What follows belongs to an exercise in optimizing a design on an open flow for small area, a short achievable clock period and few clock cycles; a production flow would make more cautious choices.
The RTL was checked by simulation tests, not by an equivalence proof against the original design.
Power is estimated from default activity; no workload was simulated.

==> design.v <==
`timescale 1ns/1ps
module symcodec_rx (
    input  wire        clk,
    input  wire        rst,
    input  wire        in_valid,
    output wire        in_ready,
    input  wire [63:0] in_data,     
    input  wire [3:0]  in_groups,   
    input  wire        in_last,     
    output reg         out_valid,
    output reg  [7:0]  out_byte,
    output reg  [2:0]  out_kind,    
    output reg         done,
    output wire [1:0]  res,         
    output wire [3:0]  cause,       
    output wire        chkmis,
    output wire [15:0] clean_bits,
    output wire [15:0] n_bytes,
    output wire [31:0] pre,
    output wire [15:0] len,
    output wire [7:0]  stored_chk,
    output wire [7:0]  calc_chk,
    output wire [15:0] bad_index,
    output wire [5:0]  bad_win
);
    localparam [2:0] K_PRE = 3'd0, K_LEN = 3'd1, K_PAY = 3'd2, K_CHK = 3'd3, K_TRAIL = 3'd4;
    function [3:0] nib6;
        input [5:0] c;
        begin
            nib6[3] = c[5];
            nib6[2] = (c[5] & c[3] & ~c[0]) | (c[4] & ~c[2] & ~c[1]) | (c[4] & ~c[0]);
            nib6[1] = (~c[5] & ~c[3] & c[0]) | (c[5] & ~c[3] & ~c[0]) |
                      (c[5] & ~c[2] & ~c[1]) | (c[4] & c[3] & ~c[0]);
            nib6[0] = c[5] ^ c[4] ^ c[1];
        end
    endfunction
    function one3;
        input [2:0] v;
        one3 = (v[0] & ~v[1] & ~v[2]) | (~v[0] & v[1] & ~v[2]) | (~v[0] & ~v[1] & v[2]);
    endfunction
    function two3;
        input [2:0] v;
        two3 = (v[0] & v[1] & ~v[2]) | (v[0] & ~v[1] & v[2]) | (~v[0] & v[1] & v[2]);
    endfunction
    function mapped6;
        input [5:0] c;
        mapped6 = (one3(c[5:3]) & two3(c[2:0]) & ~(c[3] & c[1] & c[0])) |
                  (two3(c[5:3]) & one3(c[2:0]) & ~(c[5] & c[4] & c[2]));
    endfunction
    function [6:0] therm3;
        input [2:0] v;
        begin
            therm3[0] = v[2] | v[1] | v[0];
            therm3[1] = v[2] | v[1];
            therm3[2] = v[2] | (v[1] & v[0]);
            therm3[3] = v[2];
            therm3[4] = v[2] & (v[1] | v[0]);
            therm3[5] = v[2] & v[1];
            therm3[6] = v[2] & v[1] & v[0];
        end
    endfunction
    function [2:0] ones4;
        input [3:0] c;
        begin
            ones4[2] = &c;
            ones4[1] = ((c[0] & c[1]) | (c[0] & c[2]) | (c[0] & c[3]) |
                        (c[1] & c[2]) | (c[1] & c[3]) | (c[2] & c[3])) & ~(&c);
            ones4[0] = ^c;
        end
    endfunction
    function eq_sum;
        input [15:0] x;
        input [15:0] k;
        input [15:0] z;
        integer i;
        reg c;
        reg ok;
        begin
            ok = 1'b1;
            c = 1'b0;
            for (i = 0; i < 16; i = i + 1) begin
                ok = ok & (z[i] == (x[i] ^ k[i] ^ c));
                c = (x[i] & k[i]) | ((x[i] | k[i]) & ~z[i]);
            end
            eq_sum = ok & ~c;
        end
    endfunction
    function [5:0] rev6;
        input [5:0] v;
        rev6 = {v[0], v[1], v[2], v[3], v[4], v[5]};
    endfunction
    function [7:0] join4;
        input [3:0] a;
        input [2:0] na;
        input [3:0] b;
        integer i;
        begin
            for (i = 0; i < 8; i = i + 1)
                join4[i] = (i < na) ? a[i] : (i - na < 4) ? b[i - na] : 1'b0;
        end
    endfunction
    assign in_ready = 1'b1;
    integer k, j;
    reg [3:0] s1_qb [0:1];   
    reg [2:0] s1_qn [0:1];   
    reg       s1_last;
    reg [7:0] cl_in;
    reg [1:0] pb [0:3];      
    reg [3:0] qb [0:1];      
    reg [2:0] qn [0:1];
    always @(*) begin
        for (k = 0; k < 8; k = k + 1)
            cl_in[k] = in_valid && (in_groups > k) &&
                       ((in_data[8*k +: 8] == 8'h00) || (in_data[8*k +: 8] == 8'hFF));
        for (k = 0; k < 4; k = k + 1) begin
            pb[k][0] = cl_in[2*k] ? in_data[16*k] : in_data[16*k+8];
            pb[k][1] = in_data[16*k+8];
        end
        for (k = 0; k < 2; k = k + 1) begin
            qb[k][0] = (cl_in[4*k] | cl_in[4*k+1]) ? pb[2*k][0] : pb[2*k+1][0];
            qb[k][1] = (cl_in[4*k] & cl_in[4*k+1]) ? pb[2*k][1] :
                       (cl_in[4*k] | cl_in[4*k+1]) ? pb[2*k+1][0] : pb[2*k+1][1];
            qb[k][2] = (cl_in[4*k] & cl_in[4*k+1]) ? pb[2*k+1][0] : pb[2*k+1][1];
            qb[k][3] = pb[2*k+1][1];
            qn[k]    = ones4(cl_in[4*k +: 4]);
        end
    end
    always @(posedge clk) begin
        s1_qb[0] <= qb[0];
        s1_qb[1] <= qb[1];
        if (rst) begin
            s1_qn[0] <= 3'd0;
            s1_qn[1] <= 3'd0;
            s1_last  <= 1'b0;
        end else begin
            s1_qn[0] <= qn[0];
            s1_qn[1] <= qn[1];
            s1_last  <= in_valid && in_last;
        end
    end
    reg [7:0] s2_c;          
    reg [3:0] s2_n;          
    reg       s2_rp;         
    reg [2:0] s2_rq;         
    reg       s2_v0;         
    reg       s2_v1;         
    reg       s2_last;
    reg       left_p;        
    reg [2:0] left_q;        
    function [5:0] left_oh;
        input       p;
        input [2:0] q;
        integer l;
        begin
            for (l = 0; l < 6; l = l + 1)
                left_oh[l] = (p == l[0]) && q[l % 3];
        end
    endfunction
    wire [3:0] n_cmp = {1'b0, s1_qn[0]} + {1'b0, s1_qn[1]};
    wire [5:0] lo    = left_oh(left_p, left_q);
    wire [8:1] n_ge;
    assign n_ge[1] = n_cmp != 4'd0;
    assign n_ge[2] = n_cmp[3] | n_cmp[2] | n_cmp[1];
    assign n_ge[3] = n_cmp[3] | n_cmp[2] | (n_cmp[1] & n_cmp[0]);
    assign n_ge[4] = n_cmp[3] | n_cmp[2];
    assign n_ge[5] = n_cmp[3] | (n_cmp[2] & (n_cmp[1] | n_cmp[0]));
    assign n_ge[6] = n_cmp[3] | (n_cmp[2] & n_cmp[1]);
    assign n_ge[7] = n_cmp[3] | (n_cmp[2] & n_cmp[1] & n_cmp[0]);
    assign n_ge[8] = n_cmp[3];
    wire tot6  = (lo[0] & n_ge[6]) | (lo[1] & n_ge[5]) | (lo[2] & n_ge[4]) |
                 (lo[3] & n_ge[3]) | (lo[4] & n_ge[2]) | (lo[5] & n_ge[1]);
    wire tot12 = (lo[4] & n_ge[8]) | (lo[5] & n_ge[7]);
    wire [2:0] n_m3;
    assign n_m3[0] = (n_cmp == 4'd0) | (n_cmp == 4'd3) | (n_cmp == 4'd6);
    assign n_m3[1] = (n_cmp == 4'd1) | (n_cmp == 4'd4) | (n_cmp == 4'd7);
    assign n_m3[2] = (n_cmp == 4'd2) | (n_cmp == 4'd5) | (n_cmp == 4'd8);
    wire [2:0] q_nx;
    assign q_nx[0] = (left_q[0] & n_m3[0]) | (left_q[1] & n_m3[2]) | (left_q[2] & n_m3[1]);
    assign q_nx[1] = (left_q[0] & n_m3[1]) | (left_q[1] & n_m3[0]) | (left_q[2] & n_m3[2]);
    assign q_nx[2] = (left_q[0] & n_m3[2]) | (left_q[1] & n_m3[1]) | (left_q[2] & n_m3[0]);
    wire [6:0] q0_more = therm3(s1_qn[0]);
    wire [7:0] c_join  = ({4'd0, s1_qb[0] & q0_more[3:0]}) | ({4'd0, s1_qb[1]} << s1_qn[0]);
    always @(posedge clk) begin
        s2_c  <= c_join;
        s2_rp <= left_p;
        s2_rq <= left_q;
        if (rst) begin
            s2_n    <= 4'd0;
            s2_v0   <= 1'b0;
            s2_v1   <= 1'b0;
            s2_last <= 1'b0;
            left_p  <= 1'b0;
            left_q  <= 3'b001;
        end else begin
            s2_n    <= n_cmp;
            s2_v0   <= tot6;
            s2_v1   <= tot12;
            s2_last <= s1_last;
            left_p  <= !s1_last && (left_p ^ n_cmp[0]);
            left_q  <= s1_last ? 3'b001 : q_nx;
        end
    end
    reg [4:0] acc;           
    reg [11:0] s3_w;         
    reg        s3_g0;        
    reg        s3_b0;        
    reg        s3_g1;        
    reg        s3_b1;        
    reg [3:0]  s3_n;         
    reg        s3_last;
    wire [5:0]  ro     = left_oh(s2_rp, s2_rq);
    wire [2:0]  r_bin  = {ro[4] | ro[5], ro[2] | ro[3], ro[1] | ro[3] | ro[5]};
    wire [4:0]  r_more = {ro[5], ro[5] | ro[4], ro[5] | ro[4] | ro[3],
                          ro[5] | ro[4] | ro[3] | ro[2], !ro[0]};
    wire [12:0] seq    = ({8'd0, acc & r_more}) | ({5'd0, s2_c} << r_bin);
    wire       m0  = mapped6(seq[5:0]);
    wire       m1  = mapped6(seq[11:6]);
    always @(posedge clk) begin
        acc  <= s2_v1 ? {4'd0, seq[12]} : s2_v0 ? seq[10:6] : seq[4:0];
        s3_w <= seq[11:0];
        if (rst) begin
            s3_g0   <= 1'b0;
            s3_b0   <= 1'b0;
            s3_g1   <= 1'b0;
            s3_b1   <= 1'b0;
            s3_n    <= 4'd0;
            s3_last <= 1'b0;
        end else begin
            s3_g0   <= s2_v0 &&  m0;
            s3_b0   <= s2_v0 && !m0;
            s3_g1   <= s2_v1 && m0 &&  m1;
            s3_b1   <= s2_v1 && m0 && !m1;
            s3_n    <= s2_n;
            s3_last <= s2_last;
        end
    end
    reg        aborted;
    reg        have_low;
    reg [3:0]  low_nib;
    reg [12:0] byte_cnt;
    reg        bc_small;     
    reg [15:0] clean_cnt;
    reg [31:0] pre_r;
    reg [15:0] len_r;
    reg [7:0]  xor_r;
    reg [7:0]  stored_r;
    reg        nok_r;        
    reg        mis_r;        
    reg        c0_r;         
    reg        chk_r;
    reg         fresh;
    wire        ab_b    = aborted  && !fresh;
    wire        hl_b    = have_low && !fresh;
    wire [12:0] byte_inc  = byte_cnt + 13'd1;
    wire [4:0]  clean_lo  = {1'b0, clean_cnt[3:0]} + {1'b0, s3_n};
    wire [11:0] clean_hi1 = clean_cnt[15:4] + 12'd1;
    wire [15:0] clean_sum = {clean_lo[4] ? clean_hi1 : clean_cnt[15:4], clean_lo[3:0]};
    wire [7:0]  x_b     = fresh ? 8'd0  : xor_r;
    wire        gc_b    = !nok_r && !fresh;      
    wire [5:0] w0 = s3_w[5:0];
    wire [5:0] w1 = s3_w[11:6];
    wire [3:0] d0 = nib6(w0);
    wire [3:0] d1 = nib6(w1);
    wire g0   = s3_g0 && !ab_b;
    wire g1   = s3_g1 && !ab_b;
    wire bad0 = s3_b0 && !ab_b;
    wire bad1 = s3_b1 && !ab_b;
    wire bad  = bad0 || bad1;
    wire       byte_go  = hl_b ? g0 : g1;
    wire [5:0] bad_win_nx = bad0 ? rev6(w0) : rev6(w1);
    wire [7:0] new_byte = hl_b ? {d0[3:0], low_nib} : {d1[3:0], d0[3:0]};
    wire        ge6     = !bc_small || (byte_cnt[2:1] == 2'd3);
    wire        at_pre  = fresh || (bc_small && !byte_cnt[2]);
    wire        at_len  = !fresh && bc_small && (byte_cnt[2:1] == 2'd2);
    wire [5:0]  at_idx;
    assign at_idx[0] = fresh || (bc_small && byte_cnt[2:0] == 3'd0);
    generate
        genvar gi;
        for (gi = 1; gi < 6; gi = gi + 1) begin : g_idx
            assign at_idx[gi] = !fresh && bc_small && byte_cnt[2:0] == gi;
        end
    endgenerate
    wire        at_chk  = !fresh && nok_r && ge6 && chk_r;
    reg  [2:0]  kind;
    always @(*) begin
        if (at_pre)      kind = K_PRE;
        else if (at_len) kind = K_LEN;
        else if (gc_b)   kind = K_TRAIL;
        else if (at_chk) kind = K_CHK;
        else             kind = K_PAY;
    end
    wire ab_nx = ab_b || bad;
    wire gc_nx = gc_b || (byte_go && at_chk);
    wire clr   = s3_last && (ab_nx || !gc_nx);
    wire [7:0] wr_byte = clr ? 8'd0 : new_byte;
    wire       mis_nx  = clr ? 1'b0 : (byte_go && at_chk) ? (new_byte != x_b) : mis_r;
    always @(posedge clk) begin
        if (clr || (byte_go && at_idx[0]))    pre_r[7:0]   <= wr_byte;
        if (clr || (byte_go && at_idx[1]))    pre_r[15:8]  <= wr_byte;
        if (clr || (byte_go && at_idx[2]))    pre_r[23:16] <= wr_byte;
        if (clr || (byte_go && at_idx[3]))    pre_r[31:24] <= wr_byte;
        if (clr || (byte_go && at_idx[4]))    len_r[7:0]   <= wr_byte;
        if (clr || (byte_go && at_idx[5]))    len_r[15:8]  <= wr_byte;
        if (clr || (byte_go && at_chk))        stored_r     <= wr_byte;
        out_byte <= new_byte;
        out_kind <= kind;
        if (bad)
            low_nib <= bad_win_nx[5:2];
        else if (g0 && !(hl_b ^ g1))
            low_nib <= g1 ? d1[3:0] : d0[3:0];
        if (bad)
            chk_r <= bad_win_nx[1];
        else if (byte_go)
            chk_r <= at_idx[5] ? (new_byte == 8'd0 && len_r[7:0] == 8'd0) :
                                 eq_sum(len_r, 16'd5, {3'd0, byte_cnt});
        aborted   <= ab_nx;
        have_low  <= hl_b ^ g0 ^ g1;
        byte_cnt  <= fresh ? {12'd0, byte_go} : byte_go ? byte_inc : byte_cnt;
        bc_small  <= bad ? bad_win_nx[0] :
                     fresh || (bc_small && !(byte_go && byte_cnt[2:0] == 3'd7));
        clean_cnt <= fresh ? {12'd0, s3_n} : clean_sum;
        if (clr)
            xor_r <= 8'd0;
        else if (byte_go && kind <= K_PAY)
            xor_r <= x_b ^ new_byte;
        else
            xor_r <= x_b;
        nok_r     <= ab_nx || !gc_nx;
        mis_r     <= mis_nx;
        c0_r      <= (!ab_nx && !gc_nx) || mis_nx;
        fresh <= rst || s3_last;
        if (rst) begin
            out_valid <= 1'b0;
            done      <= 1'b0;
        end else begin
            out_valid <= byte_go;
            done      <= s3_last;
        end
    end
    assign res        = {nok_r, 1'b1};
    assign cause      = {1'b0, nok_r, mis_r, c0_r};
    assign chkmis     = mis_r;
    assign clean_bits = clean_cnt;
    assign n_bytes    = {3'd0, byte_cnt};
    assign pre        = pre_r;
    assign len        = len_r;
    assign stored_chk = stored_r;
    assign calc_chk   = xor_r;
    assign bad_index  = {2'd0, byte_cnt, have_low};
    assign bad_win    = {low_nib, chk_r, bc_small};
endmodule
==> flow/run.sh <==
#!/bin/bash
# Standard ORFS layout (standard.sh: the standard flow's synthesis, floorplan, place, CTS,
# route, finish) with two changes:
#  - the buffers that buffer_ports puts on every input and output port are
#    sky130_fd_sc_hd__buf_1 cells instead of the default pick;
#  - clock tree synthesis builds the tree from clkbuf_4/clkbuf_8 cells and
#    adds no dummy loads to even out the tree.
# The full make output goes to standard.log in this folder; each ORFS step's
# own log stays under orfs/logs/.
set -euo pipefail
export BUFFER_PORTS_ARGS="-buffer_cell sky130_fd_sc_hd__buf_1"
export CTS_ARGS="-sink_clustering_enable -repair_clock_nets -buf_list {sky130_fd_sc_hd__clkbuf_4 sky130_fd_sc_hd__clkbuf_8} -dont_use_dummy_load"
bash standard.sh > standard.log 2>&1
==> standard.sh <==
#!/bin/bash
# synth_recipe.tcl (not shown) runs the flow's synth.tcl, then flattens the netlist and writes it again
# the make line also repeats each setting of config.mk as NAME=value (left out here)
make -C /OpenROAD-flow-scripts/flow DESIGN_CONFIG=/design/flow/config.mk WORK_HOME=/design/flow/orfs CLKGATE_MAP_FILE= SYNTH_SCRIPT=/design/flow/synth_recipe.tcl "${@:-finish}"
==> config.mk <==
export PLATFORM = sky130hd
export DESIGN_NAME = symcodec_rx
export DESIGN_NICKNAME = symcodec_rx
export VERILOG_FILES = /design/flow/design.v
export SDC_FILE = /design/flow/constraint.sdc
export NUM_CORES = 4
export LEC_CHECK = 0
export ABC_AREA = 1
export CAP_MARGIN = 20
export CORE_MARGIN = 2
export CORE_UTILIZATION = 55
export SETUP_SLACK_MARGIN = 2.7
export SLEW_MARGIN = 20
==> constraint.sdc <==
create_clock -name core_clock -period 5.0 [get_ports {clk}]
set_input_delay 1.0000 -clock core_clock [delete_from_list [all_inputs] [get_ports {clk}]]
set_output_delay 1.0000 -clock core_clock [all_outputs]
set_load 0.01 [all_outputs]
==> run summary, run 1 <==
Setup path
The worst flop-to-flop path startpoint is fresh. The signal on the critical path passes through buf_1. The kind of capture point of the worst setup path is an output pin. The cell type of the slowest stage on the worst timing path is dfxtp_1. STA classifies the critical path startpoint as a register. For flop-to-flop paths, the worst setup slack is about 2.8 ns. The cell family contributing the most delay on the critical path is flip-flops. Data arrives at the worst endpoint at 1.19 ns. Data on the critical path is required at its endpoint by 4.00 ns.

Tracing the worst setup path back leads to its startpoint at byte_cnt[6]. The start-to-end type of the worst setup path is reg -> out. Of all nets on the critical path, the largest fanout is 6. In this run the number of cells on the critical path is 1. Measured in cells, the most critical reg-to-reg path has a length of 14. On the worst path, the slowest cell contributes a delay of 0.50 ns. Counting both buffers and inverters, the worst setup path holds a total of 1.

Global route
For this run the aggregate overflow at the end of global routing stands at 0. The number of antenna violations at the first check in global routing was 0. Entering global routing, the biggest net connects 20 pins. The wire length of the first global-routing pass is 32990 um. The number of global-route vias before repair is 6870. Across every metal layer, demand over resource in global routing totals 0.2473.

CTS
The clock sink total is 182. The maximum buffer depth of the clock tree is 2. At the later pin of the worst-skew pair, clock insertion delay measures 0.48 ns. The clock tree from TritonCTS is yes. The clock-pin slew on the worst setup and hold paths is roughly 0.11 ns.

The H-tree generated during clock tree synthesis spans 4 levels. The tree is rooted in a clkbuf_8. The number of buffers added by the clock tree synthesis step is 17.

Synth
The mean cell area of the mapped netlist is 8.041 um^2. Yosys attributes the largest share of cell area to dfxtp_1, edfxtp_1, nand2_1, inv_1, nand3_1. The sequential area share after synthesis is 0.4838. Summed over all instances, the cell type with the most area after synthesis is dfxtp_1. The post-synthesis async set-or-reset flop share is 0. During synthesis, Yosys emitted a total of 6 warnings. In this run the cell area of the synthesized design comes to around 8800 um^2. The share of the synthesized area in the top cell type is 0.2726. The most instantiated flip-flop cell in the synthesis netlist is dfxtp_1. In the synthesized netlist, the cells that appear most often are nand2_1, inv_1, dfxtp_1.

Yosys mapped the design onto 47 distinct sky130hd cell types. The number of enable-type register cells in the synthesized netlist is 62. The synthesized instance count is 1096.

The most frequently used cell type in the post-synthesis netlist is nand2_1. Counting flops and latches in the post-synthesis netlist gives 182.

Worst hold path
The class of the most critical hold timing path is reg -> reg. The hold path depth is 0. The start point of the worst min-delay path is left_q[1].

Routing
The count of nets left with antenna violations once routing finished came out at 0. After detailed routing, the met3 layer carries 1220 um of wire. The detailed router put a total of ~9000 um of wire on met1. The final routed wire length divided by cell count is 13.82 um. The first routing iteration left 484 violations. Routed signal wires occupy layers up through met4. After detailed routing, the number of vias per cell comes to between 5 and 6. In the detailed route, the total length drawn on met2 is 10520 um. The detailed-routing iteration count for the pre-antenna-repair pass is 5. In the routed design, unresolved DRC markers number 0. Wires add up to 21040 um.

The via count is 7981.

Timing
The relative max-transition margin is 0.4613. Setup repair after global routing could not meet its margin everywhere. The share of the cycle needed by the critical path after routing is 0.4390. The number of pins with negative max-slew slack in the final report is 0. The final-layout setup total negative slack is 0 ns.

For the pin with the worst max-slew slack, the measured transition is 0.8080 ns. The final period demand of the worst path is 2.195 ns. The clock arrives with 0.03201 ns of skew. Setup violations remaining at the end of the flow were counted as 0.

The fmax is about 0.46 GHz. The hold violation total from the final report is 0.

Final layout
The core utilization of the finished layout is 0.6601. The net count of the finished layout is 1403. The count of inserted antenna diode cells is 0. Compared with the post-synthesis result, the final layout area differs by 18.11%. Of the cells placed in the final design, the portion with a size suffix greater than 1 is 0.09035.

Power
The sum of internal, switching and leakage power is 0.002480 W. The worst-case IR drop observed on VDD is 161.0 uV. Summed over all cells, the static leakage comes to 4.356 nW. The switching power share of the total is 0.2274. The power density over the cells is about 240 nW/um^2.

The share of total power dissipated in combinational logic is 0.071. The cell-internal power is roughly 0.0019 W. The share of total power dissipated in the clock network is 0.299. The share of total power dissipated in sequential elements is 0.630. The net switching component of the power is 0.0005639 W.

Placement
The congestion estimate from routability-driven global placement came to 0.8837. The half-perimeter wire length after detailed placement is 15610 um. In this run the tool buffered the top-level ports with between 200 and 250 buffer cells.

Run status
The flow ran to the end and the layout has no timing, DRC or antenna violations.

Die
The total number of placement rows is 46. The boundary pin count is 211. The die covers 17050 um^2. From bottom edge to top edge, the die measures about 130 um. The total area inside the core boundary comes to 15770 um^2. For this configuration, the core starts out at a cell density of 0.5589. The die is 130.6 um wide.

Job
The number of maximum-capacitance violations is 0.
## layout make-up
| type | instances | area, um^2 |
|---|---|---|
| Fill cell | 1439 | 5360 |
| Sequential cell | 182 | 4269 |
| Multi-Input combinational cell | 720 | 3970 |
| Timing Repair Buffer | 233 | 1069 |
| Inverter | 154 | 598.1 |
| Tap cell | 216 | 270.3 |
| Clock buffer | 17 | 234.0 |
## state kept, by name (all words and copies together) (netlist names), 3 cells and up
name / count
s2_rq: 3
low_nib: 4
s3_w: 12
s2_c: 8
pre_r: 32
acc: 5
s1_qb: 8
byte_cnt: 13
s3_n: 4
s2_n: 4
stored_r: 8
left_q: 3
xor_r: 8
s1_qn: 6
out_byte: 8
clean_cnt: 16
len_r: 16
out_kind: 3
## path summary, 6_finish.rpt
check / end
worst min-delay path: s2_rq[1]
worst max-delay path: n_bytes[6]
worst min register to register: s2_rq[1]
worst max register to register: pre_r[16]
## routing by layer
metal  vias to the layer above  track usage
met1                      3670       0.3128
met2                       243       0.4329
met3                        28      0.05049
li1                       4040            -
met4                         0      0.06696
met5                         -            0
## power by group through the flow
stage | registers [W] | clock network, W | logic, W
5_1_grt | 0.00156 | 0.000810 | 0.000200
4_1_cts | 0.00156 | 0.000754 | 0.000171
3_5_place_dp | 0.00159 | 0 | 0.000151
2_1_floorplan | 0.00160 | 0 | 0.0000927
3_3_place_gp | 0.00159 | 0 | 0.000148
6_report | 0.00156 | 0.000742 | 0.000176
## timing repair
item	CTS	global route
endpoints found under the setup margin	133	135
buffers inserted	8	18
pin swaps	4	10
cloned	3	0
hold buffers	0	0
resized for setup	52	42
## cells in the final DEF (no fill, tap or decap), types with 4 or more instances in the layout
cell      Yosys  layout
a211oi_1      4       4
a21oi_1      56      54
buf_1         1     202
buf_4        33      25
clkbuf_8      0      17
conb_1        2       8
dfxtp_1     120     116
dfxtp_2       0       4
edfxtp_1     62      62
ha_1         21      20
inv_1       149     144
inv_2         5       6
nand2_1     231     220
nand2_2       5       7
nand2_4       0       8
nand3_1      81      76
nand3_2       3       5
nand4_1      24      24
nor2_1       93      83
nor2_4        1      11
nor3_1       15      14
nor4_1       20      20
o211ai_1      7       7
o21a_1        7       7
o21ai_0      80      71
o21ai_1       2       7
o21ai_2       1       4
o22ai_1      11      11
o31ai_1       5       5
xnor2_1       6       6
xor2_1       10      10
## cells by family after synthesis
group	share of synthesized area
buffers and inverters	0.1019
adder cells (fa/ha/maj)	0.03436
AO/OA/AOI/OAI	0.1208
other	0.0008521
multiplexers	0.001136
XOR/XNOR	0.01590
AND/OR/NAND/NOR	0.2412
flip-flops	0.4838
## metrics by stage
step	instance area (um^2)	hold slack, ns	std cells	setup slack [ns]
floorplan	8843	0.3507	1102	2.814
finish	10410	0.3819	1522	2.805
CTS	10120	0.3797	1504	2.700
global route	10410	0.3918	1522	2.653
detailed placement	9574	0.3609	1476	2.054
global placement	9574	0.3702	1476	2.146
Testbench counts, summed over its fixed seeds: cycles 15,365.
==> inputs of run 2 (changes only) <==
--- a/config.mk
+++ b/config.mk
@@ -9,5 +9,6 @@
 export CAP_MARGIN = 20
 export CORE_MARGIN = 2
 export CORE_UTILIZATION = 55
+export PLACE_DENSITY = 0.7
 export SETUP_SLACK_MARGIN = 2.7
 export SLEW_MARGIN = 20
==> run 2 against run 1 <==
Compared with the run above: combinational power is 6% lower; critical path type unchanged; routed wire length down 2.9%; worst setup slack better by 0.031 ns; die area is the same; sequential power barely moved; clock power down 1%; maximum frequency rose by 1.4%; largest cell class unchanged; core utilization shrank 1.2 points.
==> run summary, run 2 <==
Power
The cell-internal power is about 0.0019 W. The net switching component of the power is 0.0005509 W. The clock power share is 0.297. The maximum resistive drop on vdd is 160.1 uV. The power share of the combinational group is 0.068. The standby leakage power is about 4.3 nW. Of the total power, registers draw 0.635. The switching power share of the total is 0.2241. The completed layout was analyzed and its total power is 0.002458 W.

In this run the power density over the cells is 240.5 nW/um^2.

Synth
Sorting the synthesized cells by area gives the leading types as dfxtp_1, edfxtp_1, nand2_1, inv_1, nand3_1. The portion of netlist area occupied by mux cells is 0.001136. After synthesis the netlist holds a flip-flop and latch count of 182. By count the netlist is led by nand2_1, inv_1, dfxtp_1.

The compound-cell area share of the yosys netlist is 0.1208. The adder-cell area share of the yosys netlist is 0.03436. Counting flops with a built-in enable in the synthesized netlist gives 62. The synthesized instance count is 1096. The post-synthesis async set-or-reset flop share is 0. Among all flip-flop cells after synthesis, the most frequent one is dfxtp_1.

The xor/xnor share of the synthesized area is 0.01590. The area share of and/or/nand/nor cells after synthesis is 0.2412. The number of distinct library cells after synthesis is 47. By area, the combinational part of the netlist is dominated by simple AND/OR/NAND/NOR gates. The synthesis warning total is 6. The most frequently used cell type in the post-synthesis netlist is nand2_1.

For this run, the register share of the synthesized area comes to 0.4838. The share of the synthesized area in the top cell type is 0.2726. The synthesized netlist occupies a cell area of 8813 um^2. In this run the mean area of a mapped cell was approximately 8 um^2.

The largest total area in the synthesized netlist belongs to dfxtp_1.

Timing
Of the available clock period, the critical path in the final layout requires 0.4328. The number of pins with negative max-slew slack in the final report is 0. The slew of the pin with the lowest slew margin is 0.7783 ns. Setup violations remaining at the end of the flow were counted as 0.

Setup repair after global routing could not meet its margin everywhere. In the final timing run, aggregate negative setup slack is 0 ns. Static timing analysis puts the maximum clock frequency at roughly 0.46 GHz. The smallest clock period supported by the final layout is computed as 2.164 ns.

The relative max-transition margin is 0.4776. The clock skew is 0.04075 ns. The hold violation total from the final report came to 0.

Routing
The wire length reported by the detailed router is 20430 um. Once detail routing completed, the nets flagged for antenna violations numbered 0. The final routed wire length divided by cell count is 13.55 um.

The first detailed-routing pass ran for 6 iterations. The routed layout has roughly 8k vias. The average via count per standard cell is 5.251. In the routed design, unresolved DRC markers number 0.

After the first detailed-routing iteration, the DRC count stood at 571.

Final layout
The count of inserted antenna diode cells is 0. Counting the fill cells in the layout gives 1438. Compared with the post-synthesis result, the final layout area differs by 15.99%. The final layout contains 1389 nets. The register with the most flip-flops in the layout has 32 of them. The area occupied by multi-input gates is approximately 3900 um^2. The core utilization of the finished layout is 0.6482.

The register with the highest flop count is pre_r. In the layout the commonest cells are nand2_1, buf_1, inv_1. The largest registers in the layout are pre_r: 32 flops, clean_cnt: 16 flops, len_r: 16 flops. Summing all flip-flop and latch instances after layout gives 4272 um^2. Of the cells placed in the final design, the portion with a size suffix greater than 1 is 0.07740. The most common library cell in the layout ignoring fill and taps is nand2_1.

Global route
The pin count of the biggest net entering global routing is 32. The number of antenna violations at the first check in global routing is 0. Global routing finished with a remaining overflow of 0. The global routing usage summed across all routing layers is 0.2411.

The wire length of the first global-routing pass is 32600 um. The number of global-route vias before repair is 6981.

Run status
The run finished with no timing, DRC or antenna violations.

Setup path
Together, buffers and inverters on the worst path number 1. The largest fanout on the critical path is 8. The signal on the critical path passes through buf_1. The top cell family by delay on the critical path is flip-flops. STA puts the critical path data arrival time at between 1 and 1.5 ns.

The critical path is of the reg -> out type. STA classifies the critical path startpoint as a register. The delay of the slowest cell on the worst path is 0.54 ns.

The cell type of the slowest stage on the worst timing path is edfxtp_1. The kind of capture point of the worst setup path is an output pin. The worst-case register-to-register setup slack is between 2 and 3 ns. The critical path required time is 4.00 ns.

Die
The die is 130.6 um wide. The floorplan step defined a die boundary enclosing 17050 um^2. The total number of placement rows is 46.

In this run the count of I/O pins placed on the die edge is 211. The starting utilization of the core area is 0.5589. In this run the standard cell core region covers 15770 um^2.

The y dimension of the die is roughly 130 um.

CTS
The clock-pin slew on the worst setup and hold paths is 0.07 ns. TritonCTS built the clock tree. The number of buffers added by the clock tree synthesis step is 17. The clock network latency to the later pin of the worst-skew pair is 0.48 ns. The longest clock path from root to sink contains 2 buffers. The root buffer cell chosen for the clock tree is clkbuf_8.

The clock net in this run drives a total of 182 sinks. The deepest level of the CTS H-tree is 4.

Job
Across the run, the number of max-cap violations was 0.

Placement
Detailed placement ended at an HPWL of 15250 um. The congestion estimate from routability-driven global placement came to roughly 0.9. During placement, the flow inserted port buffers numbering 202.

Worst hold path
The class of the most critical hold timing path is reg -> reg.
-- run 2: cells by family (layout without fill, tap and decap cells) --
group | after synthesis | count (layout)
AOI/OAI and AO/OA | 188 | 188
other | 2 | 8
xor gates and xnor gates | 16 | 16
DFF | 182 | 182
muxes | 1 | 1
and+or+nand+nor | 483 | 484
buffers and inverters | 201 | 390
adders and majority gates | 23 | 23
-- run 2: power groups by stage --
stage | clock [W] | combinational (W) | sequential (W)
2_1_floorplan | 0 | 0.0000927 | 0.00160
3_3_place_gp | 0 | 0.000144 | 0.00160
3_5_place_dp | 0 | 0.000147 | 0.00160
4_1_cts | 0.000743 | 0.000159 | 0.00156
5_1_grt | 0.000800 | 0.000191 | 0.00156
6_report | 0.000731 | 0.000166 | 0.00156
-- run 2: timing repair --
| action | CTS | global route |
|---|---|---|
| endpoints found under the setup margin | 144 | 131 |
| resized for setup | 42 | 39 |
| hold buffers | 0 | 0 |
| buffers inserted | 3 | 10 |
| hold endpoints to repair | 0 | 0 |
| pin swaps | 1 | 5 |
| cloned | 1 | 1 |
-- run 2: path summary, 6_finish.rpt --
path / start / end / depth (start not counted)
worst max register to register: s1_qn[0][0] / left_q[1] / 11
worst min-delay path: left_q[0] / s2_rq[0] / 0
worst min register to register: left_q[0] / s2_rq[0] / 0
worst max-delay path: byte_cnt[0] / bad_index[1] / 1
-- run 2: area by class of cell --
type                       instances  area share
sequential                       182      0.4179
multi-input combinational        720      0.3849
timing repair buffer             219     0.08960
inverter                         154     0.05826
tap                              216     0.02644
clock buffer                      17     0.02289
-- run 2: layer usage --
metal / vias to the layer above / GRT usage / wire (um)
met2: 278 / 0.4087 / 9876
met5: - / 0 / 0
met3: 35 / 0.04275 / 1257
met1: 3587 / 0.3133 / 8827
met4: 0 / 0.08260 / 472
li1: 4018 / - / -
-- run 2: through the flow --
| stage | hold slack [ns] | cells | area [um^2] | setup slack, ns |
|---|---|---|---|---|
| global placement | 0.3642 | 1476 | 9574 | 1.832 |
| floorplan | 0.3507 | 1102 | 8843 | 2.814 |
| global route | 0.3877 | 1508 | 10220 | 2.679 |
| CTS | 0.3759 | 1497 | 9977 | 2.699 |
| detailed placement | 0.3638 | 1476 | 9574 | 1.742 |
| finish | 0.3741 | 1508 | 10220 | 2.836 |
==> inputs of run 3 (changes only) <==
--- a/config.mk
+++ b/config.mk
@@ -8,7 +8,6 @@
 export ABC_AREA = 1
 export CAP_MARGIN = 20
 export CORE_MARGIN = 2
-export CORE_UTILIZATION = 55
-export PLACE_DENSITY = 0.7
-export SETUP_SLACK_MARGIN = 2.7
+export CORE_UTILIZATION = 50
+export SETUP_SLACK_MARGIN = 2.75
 export SLEW_MARGIN = 20
==> run 3 against run 2 <==
Compared with the run above: largest cell class unchanged; sequential power hardly changed; critical path depth is 13 higher; critical path type is now reg -> reg; sequential cell count stayed put; global-route usage is 0.98 points lower.
==> run summary, run 3 <==
Global route
The number of global-route vias before repair was 7087. In the global route stage, overall resource usage came out at 0.2313. The number of antenna violations at the first check in global routing is 0. Entering global routing, the biggest net connects 22 pins. Global routing finished with a remaining overflow of 0. The wire length of the first global-routing pass is 33970 um.

CTS
The clock root buffer is clkbuf_8. The clock reaches the later pin of the worst-skew pair after 0.47 ns. The deepest level of the CTS H-tree is 4. The maximum buffer depth of the clock tree is 2. The number of buffers added by the clock tree synthesis step is 17.

The number of hold buffers added after CTS is 0. The clock-pin slew on the worst setup and hold paths is 0.09 ns. The clock tree from TritonCTS is yes. The clock drives 182 sinks.

Power
Power spread over the standard cell area amounts to 238.0 nW/um^2. The share of total power dissipated in the clock network is 0.298. VDD sags by at most 144.7 uV. Of the total power, the share spent switching nets is 0.2270. The standby leakage power is roughly 4.3 nW. The cell-internal power is 0.001915 W. The net switching component of the power is 0.0005624 W. Of the total power, combinational logic draws 0.071. The sequential share of power is 0.631.

Placement
The half-perimeter wire length after detailed placement is 16330 um. The count of placed standard cells including taps is 1485. Input and output buffers added on the ports amount to about 200. The final estimated routing congestion in global placement is 0.8647.

Timing
The final-layout setup total negative slack is 0 ns. The number of pins with negative max-slew slack in the final report was 0. The final period demand of the worst path is 2.211 ns. The fmax is 0.4524 GHz. Headroom to the max-slew limit came out at 0.4698.

Setup repair after global routing could not meet its margin everywhere. The share of the cycle needed by the critical path after routing is 0.4421. The slew of the pin with the lowest slew margin is roughly 0.80 ns. Setup violations remaining at the end of the flow were counted as 0. The clock skew is 0.04737 ns. The hold violation total from the final report is 0.

Setup path
The top cell family by delay on the critical path is simple AND/OR/NAND/NOR gates. The critical path goes through buf_8 -> clkinvlp_4 -> buf_12 -> nand2_4 -> nor2_1 -> nand2_1 -> nand3_2 -> nor2_4 -> nand2_4 -> nand2_2 -> nand3_4 -> nand2_8 -> o21ai_1 -> buf_4. The critical path launch point type is a register. In this run the worst path has a maximum fanout of 16. Together, buffers and inverters on the worst path number 4. At the worst endpoint, the required time is 5.22 ns.

For the worst flop-to-flop path, the logic depth is 14. The arrival time of the worst setup path is 2.43 ns. The largest individual stage delay along the critical path comes from the cell dfxtp_2. The start-to-end type of the worst setup path is reg -> reg. The endpoint identified for the worst register-to-register timing path is pre_r[18].

The delay of the slowest cell on the worst path is between 0.3 and 0.4 ns. The kind of capture point of the worst setup path is a register. In this run the critical register-to-register path is launched from fresh.

The cell repeated most along the worst path is nand2_4. For flop-to-flop paths, the worst setup slack is 2.79 ns.

Die
The die span in x is between 100 and 150 um. The starting utilization of the core area is 0.5113. In this run the count of I/O pins placed on the die edge is 211. The y dimension of the die is 136.8 um. The floorplan has 48 rows. The floorplan die area is 18700 um^2. The core region is 17240 um^2.

Synth
In the synthesized netlist the async set-or-reset flop fraction comes to 0. Sorting the synthesized cells by how often they occur yields nand2_1, inv_1, dfxtp_1. The most frequently used cell type in the post-synthesis netlist is nand2_1. The sequential area share after synthesis is 0.4838.

In the post-synthesis netlist, the biggest area contributors are dfxtp_1, edfxtp_1, nand2_1, inv_1, nand3_1. The largest area contributor in the synthesized netlist is dfxtp_1. The mean cell area of the mapped netlist is 8.041 um^2.

The combined area of all synthesized cells is just under 9000 um^2. The synthesis warning total is 6. The share of the synthesized area in the top cell type is 0.2726. The cell count after synthesis came out at 1096. The number of enable-type register cells in the synthesized netlist is 62. The number of distinct library cells after synthesis is 47. The synthesized flop and latch total is 182.

The most used flip-flop cell after synthesis is dfxtp_1.

Worst hold path
The class of the most critical hold timing path is reg -> reg. The worst hold path was traced through 2 stages. The startpoint identified for the worst hold timing path is s2_n[0]. The worst hold path terminates at s3_n[0].

Routing
The average via count per standard cell is 5.195. The final routed wire length divided by cell count is 14.14 um. The detailed-routing iteration count for the pre-antenna-repair pass is 5. The number of antenna-violating nets in the routed design is 0.

The wire length reported by the detailed router is 21570 um. After detailed routing, the number of remaining DRC violations is 0. The first routing iteration left 393 violations. The via count is 7923.

Run status
The run finished with no timing, DRC or antenna violations.

Final layout
The final layout contains 1397 nets. The fraction of final layout cells with drive strength greater than 1 is 0.09231. The filler cells instantiated in the layout total 1589. Leaving out fill and tap cells, the most frequent cell in the layout is nand2_1. The register with the most flip-flops in the layout has 32 of them. The number of antenna diodes in the final layout is 0. Leaving out fill and tap cells, the most frequent cells in the layout are nand2_1, buf_1, inv_1.

After the flow finishes, the layout carries non-filler instances totaling 1525. The synthesis-to-finish area growth is 18.09%. The largest registers in the layout are pre_r: 32 flops, clean_cnt: 16 flops, len_r: 16 flops. Ranked by flip-flop count, first place goes to pre_r.

Job
The tool flagged a number of max-cap violations equal to 0.
## run 3: cell counts after synthesis
Identical to the previous run, type by type.
## run 3: worst max-delay path by stage
stage / depth (start not counted) / endpoint / slack (ns) / from
global route: 14 / pre_r[18] / 2.65 / fresh
CTS: 10 / chk_r / 2.76 / byte_cnt[1]
detailed placement: 14 / len_r[4] / 2.05 / fresh
global placement: 14 / len_r[4] / 2.14 / fresh
finish: 14 / pre_r[18] / 2.79 / fresh
floorplan: 8 / s1_qn[1][1] / 2.81 / in_data[32]
## run 3: cell families after synthesis
logic type | share of synthesized area
adders and majority gates | 0.03436
AOI/OAI and AO/OA | 0.1208
DFF | 0.4838
buffers and inverters | 0.1019
muxes | 0.001136
and+or+nand+nor | 0.2412
other | 0.0008521
xor gates and xnor gates | 0.01590
## run 3: per-stage QoR
stage / area, um^2 / hold slack (ns) / utilization / setup slack, ns / power (W)
3_3_place_gp: 9585 / 0.3698 / 0.5561 / 2.136 / 0.001745
5_1_grt: 10410 / 0.3798 / 0.6038 / 2.655 / 0.002582
6_report: 10410 / 0.3649 / 0.6038 / 2.789 / 0.002477
2_1_floorplan: 8843 / 0.3507 / - / 2.814 / 0.001689
3_5_place_dp: 9585 / 0.3667 / 0.5561 / 2.046 / 0.001747
4_1_cts: 10150 / 0.3657 / 0.5886 / 2.756 / 0.002496
## run 3: power groups by stage
stage / Clock [W] / Combinational (W) / Sequential [W]
final: 0.000739 / 0.000176 / 0.00156
after global routing: 0.000819 / 0.000199 / 0.00156
after CTS: 0.000762 / 0.000172 / 0.00156
after detailed placement: 0 / 0.000152 / 0.00160
after global placement: 0 / 0.000150 / 0.00160
after floorplan: 0 / 0.0000927 / 0.00160
## run 3: worst min-delay path: stages (launching register included)
cell	delay (ns)
dfxtp_1	0.29
inv_1	0.04
nor2_1	0.03
## run 3: layout make-up
cell class / instances / area (um^2) / area share
sequential: 182 / 4273 / 0.4106
multi-input combinational: 720 / 4000 / 0.3843
timing repair buffer: 227 / 1016 / 0.09762
inverter: 154 / 603.1 / 0.05795
tap: 225 / 281.5 / 0.02705
clock buffer: 17 / 234.0 / 0.02248
## run 3: routing by layer
metal  vias to the layer above  GRT usage  share of wire  routed length, um
li1                       4046          -              -                  -
met4                         0    0.05324          0.014                300
met1                      3596     0.2949           0.44               9438
met3                        31    0.04519          0.055               1176
met5                         -          0              0                  0
met2                       250     0.4050           0.49              10650
## run 3: timing repair
item	in CTS	in global routing
pin swaps	4	14
cloned	3	0
gates resized for setup	59	47
setup buffers	7	13
endpoints found under the setup margin	141	134
==> inputs of run 4 (changes only) <==
--- a/config.mk
+++ b/config.mk
@@ -9,5 +9,5 @@
 export CAP_MARGIN = 20
 export CORE_MARGIN = 2
 export CORE_UTILIZATION = 50
-export SETUP_SLACK_MARGIN = 2.75
+export SETUP_SLACK_MARGIN = 2.65
 export SLEW_MARGIN = 20
==> run 4 against run 3 <==
Compared with the run above: area after synthesis stayed put; clock power is 0.7% lower; non-clock buffer count is 1 higher; sequential share of layout area is 0.40 points higher; via count is 1.4% lower; still clean; routed wire length is 0.76% lower.
==> run summary, run 4 <==
Run status
The run finished with no timing, DRC or antenna violations.

CTS
The maximum buffer depth of the clock tree is 2. The clock drives between 150 and 200 sinks. The number of hold buffers added after CTS is 0. CTS built an H-tree with a depth of 4. The clock tree from TritonCTS is yes. The clock root buffer is clkbuf_8. Clock tree synthesis inserted a total of 17 buffers. The clock-pin slew on the worst setup and hold paths is 0.08 ns.

The clock network latency to the later pin of the worst-skew pair is 0.47 ns.

Synth
dfxtp_1 takes more of the synthesized area than any other cell. By area the synthesized netlist is led by dfxtp_1, edfxtp_1, nand2_1, inv_1, nand3_1. The number of enable-type register cells in the synthesized netlist is 62.

The synthesized flop and latch total is 182. By count the netlist is led by nand2_1, inv_1, dfxtp_1. The post-synthesis async set-or-reset flop share is 0.

The synthesized instance count is 1096. The share of synthesized area in the top cell type comes to 0.2726. The most used flip-flop cell after synthesis is dfxtp_1. The most frequently used cell type in the post-synthesis netlist is nand2_1. After synthesis the cells add up to 8813 um^2.

The mean cell area of the mapped netlist is roughly 8 um^2. The share of the Yosys chip area taken by registers is 0.4838. For this run, the number of Yosys warnings is 6.

The number of different library cells used by synthesis comes to 47.

Setup path
The signal on the critical path passes through ha_1 -> inv_1 -> fa_1 -> inv_1 -> nand3_1 -> nand2_4 -> nand4_1 -> nor2_1 -> nand3_1 -> nor2_2 -> nand3_1 -> xor2_1 -> nor2_1. Following the worst setup path forward leads to its endpoint at clean_cnt[15]. STA classifies the critical path startpoint as a register.

The cell depth of the worst flop-to-flop path is 13. By instance count, the cell type seen most on the critical path is nand3_1. Setup slack on the worst reg-to-reg path comes out at 2.80 ns. Grouping stages by cell kind, the critical path spends the most delay in simple AND/OR/NAND/NOR gates. The worst flop-to-flop path startpoint is clean_cnt[0].

The critical path required time is between 5 and 6 ns. The worst setup path is captured at a register. The largest fanout on the critical path is 4. The start-to-end type of the worst setup path is reg -> reg. The delay of the slowest cell on the worst path is 0.35 ns. Data on the critical path arrives at its endpoint at 2.56 ns. The start point of the critical path is clean_cnt[0].

The number of stages on the worst setup path is 13. The total buffers and inverters traversed by the critical path is 2. The endpoint identified for the worst register-to-register timing path is clean_cnt[15]. The cell type of the slowest stage on the worst timing path is fa_1.

Global route
The number of global-route vias before repair was 7020. The total grt overflow is 0. The global routing usage summed across all routing layers is 0.2318.

The first global-routing pass estimated 33910 um of wire. The number of antenna violations at the first check in global routing is 0. Entering global routing, the biggest net connects 22 pins.

Timing
For the final database, setup skew stands at 0.03946 ns. The fmax is approximately 0.45 GHz. Setup violations remaining at the end of the flow were counted as 0. Setup repair after global routing left no endpoint under its margin. The slew of the pin with the lowest slew margin is approximately 0.8 ns. The relative max-transition margin is 0.4702. The number of pins with negative max-slew slack in the final report is 0.

The worst path in the final design needs a cycle of 2.204 ns, including I/O delays and setup. The hold violation total from the final report is 0. Dividing the final minimum period by the clock period gives 0.4408. Setup total negative slack on the finished layout was measured at 0 ns.

Power
The standby leakage power is 4.303 nW. The power share of the combinational group is 0.070. Across the VDD grid, the largest voltage drop is 167.1 uV. In this run the power spent charging and discharging nets is ~0.00056 W.

The share of total power dissipated in the clock network is 0.297. The cell-internal power is 0.001915 W. Power spread over the standard cell area amounts to around 240 nW/um^2. The share of total power dissipated in sequential elements is 0.632. Of the total power, the share spent switching nets is 0.2247.

Final layout
The largest registers in the layout are pre_r: 32 flops, clean_cnt: 16 flops, len_r: 16 flops. The number of flip-flops in the largest register is 32. The register with the highest flop count is pre_r. The count of inserted antenna diode cells is 0.

In the final layout, the share of cells above drive strength 1 is 0.07846. For this run, the share of the core covered by cells in the final layout is 0.5974. The synthesis-to-finish area growth is 16.84%. Counting the fill cells in the layout gives approximately 1.6k. The library cell used most frequently in the layout, excluding fill and tap cells, is nand2_1. At the end of the flow, the number of nets in the layout was 1397. The top cell types in the final layout, fill and taps aside, are nand2_1, buf_1, inv_1.

Die
The y dimension of the die is 136.8 um. The floorplan step defined a die boundary enclosing 18700 um^2. In this run the core area contains 48 standard-cell rows. The region available for standard cell placement spans 17240 um^2. During I/O placement, the number of pins put on the boundary was 211. The die is between 100 and 150 um wide. For this configuration, the core starts out at a cell density of 0.5113.

Routing
For this block, the initial DRC count from the detailed router was 465. Using the TritonRoute via totals, the vias-per-cell ratio works out to 5.123. The wire length reported by the detailed router is around 21000 um.

The detailed-routing iteration count for the pre-antenna-repair pass is 5. The detail route stage leaves a number of antenna-violating nets equal to 0. For this run, design rule violations remaining after detail routing come to 0. The final routed wire length divided by cell count is approximately 14 um. The via count is 7813.

Placement
After legalization and detailed placement, the total HPWL measured approximately 16000 um. The congestion estimate from routability-driven global placement came to 0.8539. The port buffer count is slightly above 200.

Worst hold path
The path class of the tightest hold or removal check is reg -> reg. In this run the most critical hold path is launched from left_q[1].

Job
The number of maximum-capacitance violations is 0.
[run 4: cells by family (layout without fill, tap and decap cells)]
| family | after synthesis | count (layout) | share of synthesized area |
|---|---|---|---|
| and+or+nand+nor | 483 | 483 | 0.2412 |
| xor gates and xnor gates | 16 | 16 | 0.01590 |
| muxes | 1 | 1 | 0.001136 |
| AOI/OAI and AO/OA | 188 | 188 | 0.1208 |
| DFF | 182 | 182 | 0.4838 |
| adders and majority gates | 23 | 23 | 0.03436 |
| buffers and inverters | 201 | 399 | 0.1019 |
| other | 2 | 8 | 0.0008521 |
[run 4: metal layers]
metal,global-route usage,part of all wire,vias up
met2,0.3933,0.49,229
met4,0.07581,0.016,0
met1,0.3001,0.44,3534
met5,0,0,-
li1,-,-,4025
met3,0.04000,0.056,25
[run 4: timing repair]
| action | CTS | global route |
|---|---|---|
| resized for setup | 54 | 24 |
| endpoints found under the setup margin | 129 | 127 |
| gates cloned | 2 | 0 |
| hold endpoints to repair | 0 | 0 |
| setup buffers | 7 | 14 |
| pin swaps | 3 | 7 |
[run 4: per-stage QoR]
stage / worst slack [ns] / total power (W) / instances / hold WS [ns] / area, um^2
final: 2.796 / 0.002470 / 1525 / 0.3731 / 10300
after detailed placement: 2.029 / 0.001747 / 1485 / 0.3659 / 9578
after CTS: 2.677 / 0.002492 / 1511 / 0.3712 / 10120
after global routing: 2.616 / 0.002571 / 1525 / 0.3777 / 10300
after floorplan: 2.680 / 0.001688 / 1102 / 0.3507 / 8836
after global placement: 2.131 / 0.001745 / 1485 / 0.3673 / 9578
[run 4: worst register-to-register path, stage by stage (launching register included)]
cell	delay (ns)
dfxtp_1	0.34
ha_1	0.14
inv_1	0.06
fa_1	0.35
inv_1	0.09
nand3_1	0.13
nand2_4	0.12
nand4_1	0.13
nor2_1	0.17
nand3_1	0.14
nor2_2	0.13
nand3_1	0.09
xor2_1	0.16
nor2_1	0.06
[run 4: worst min path at each step]
| stage | to | slack (ns) | cells past startpoint |
|---|---|---|---|
| after detailed placement | s2_rq[1] | 0.37 | 0 |
| after CTS | s3_n[3] | 0.37 | 2 |
| final | s2_rq[1] | 0.37 | 0 |
| after global routing | s3_last | 0.38 | 2 |
| after global placement | s2_rq[1] | 0.37 | 0 |
| after floorplan | s2_rq[0] | 0.35 | 0 |
[run 4: layout make-up]
class | count | area [um^2] | share of cell area
Multi-Input combinational cell | 719 | 3874 | 0.3762
Sequential cell | 182 | 4269 | 0.4146
Inverter | 154 | 594.3 | 0.05772
Tap cell | 225 | 281.5 | 0.02734
Timing Repair Buffer | 228 | 1045 | 0.1015
Clock buffer | 17 | 234.0 | 0.02272
[run 4: power by group through the flow]
| stage | registers [W] | logic [W] | clock network (W) |
|---|---|---|---|
| global route | 0.00156 | 0.000197 | 0.000809 |
| finish | 0.00156 | 0.000174 | 0.000734 |
| floorplan | 0.00160 | 0.0000925 | 0 |
| detailed placement | 0.00160 | 0.000151 | 0 |
| CTS | 0.00156 | 0.000170 | 0.000761 |
| global placement | 0.00160 | 0.000150 | 0 |

## re-timing with driven ports
How much do the figures lean on ideal ports? The routed layouts below were timed once more, with nothing changed but the port constraints.
Step 1, drivers: a clkbuf_16 drives clk and a buf_2 each remaining input, both assumed.
Step 2 times the ports against the registers' clock, not the clock port: input delays grow and output delays shrink by t, the midpoint of the rising clock arrivals with the driver on.
a / b / c = no drivers / after step 1 / after step 2; a / b = the first two.
run | shift t [ns] | setup slack, ns | clock arrival spread, ns | cell pins on the clock port's net
run 1 | 0.494 | 2.805 / 2.767 / 2.452 | 0.041 / 0.042 | 1
run 2 | 0.489 | 2.836 / 2.802 / 2.483 | 0.047 / 0.047 | 1
run 3 | 0.478 | 2.789 / 2.789 / 2.439 | 0.056 / 0.056 | 1
run 4 | 0.492 | 2.796 / 2.773 / 2.440 | 0.047 / 0.046 | 1
After both steps setup and hold are still met in every run listed. For run 4, which loses most, drivers alone change the setup slack by -0.023 ns; drivers and shift together by -0.356 ns.
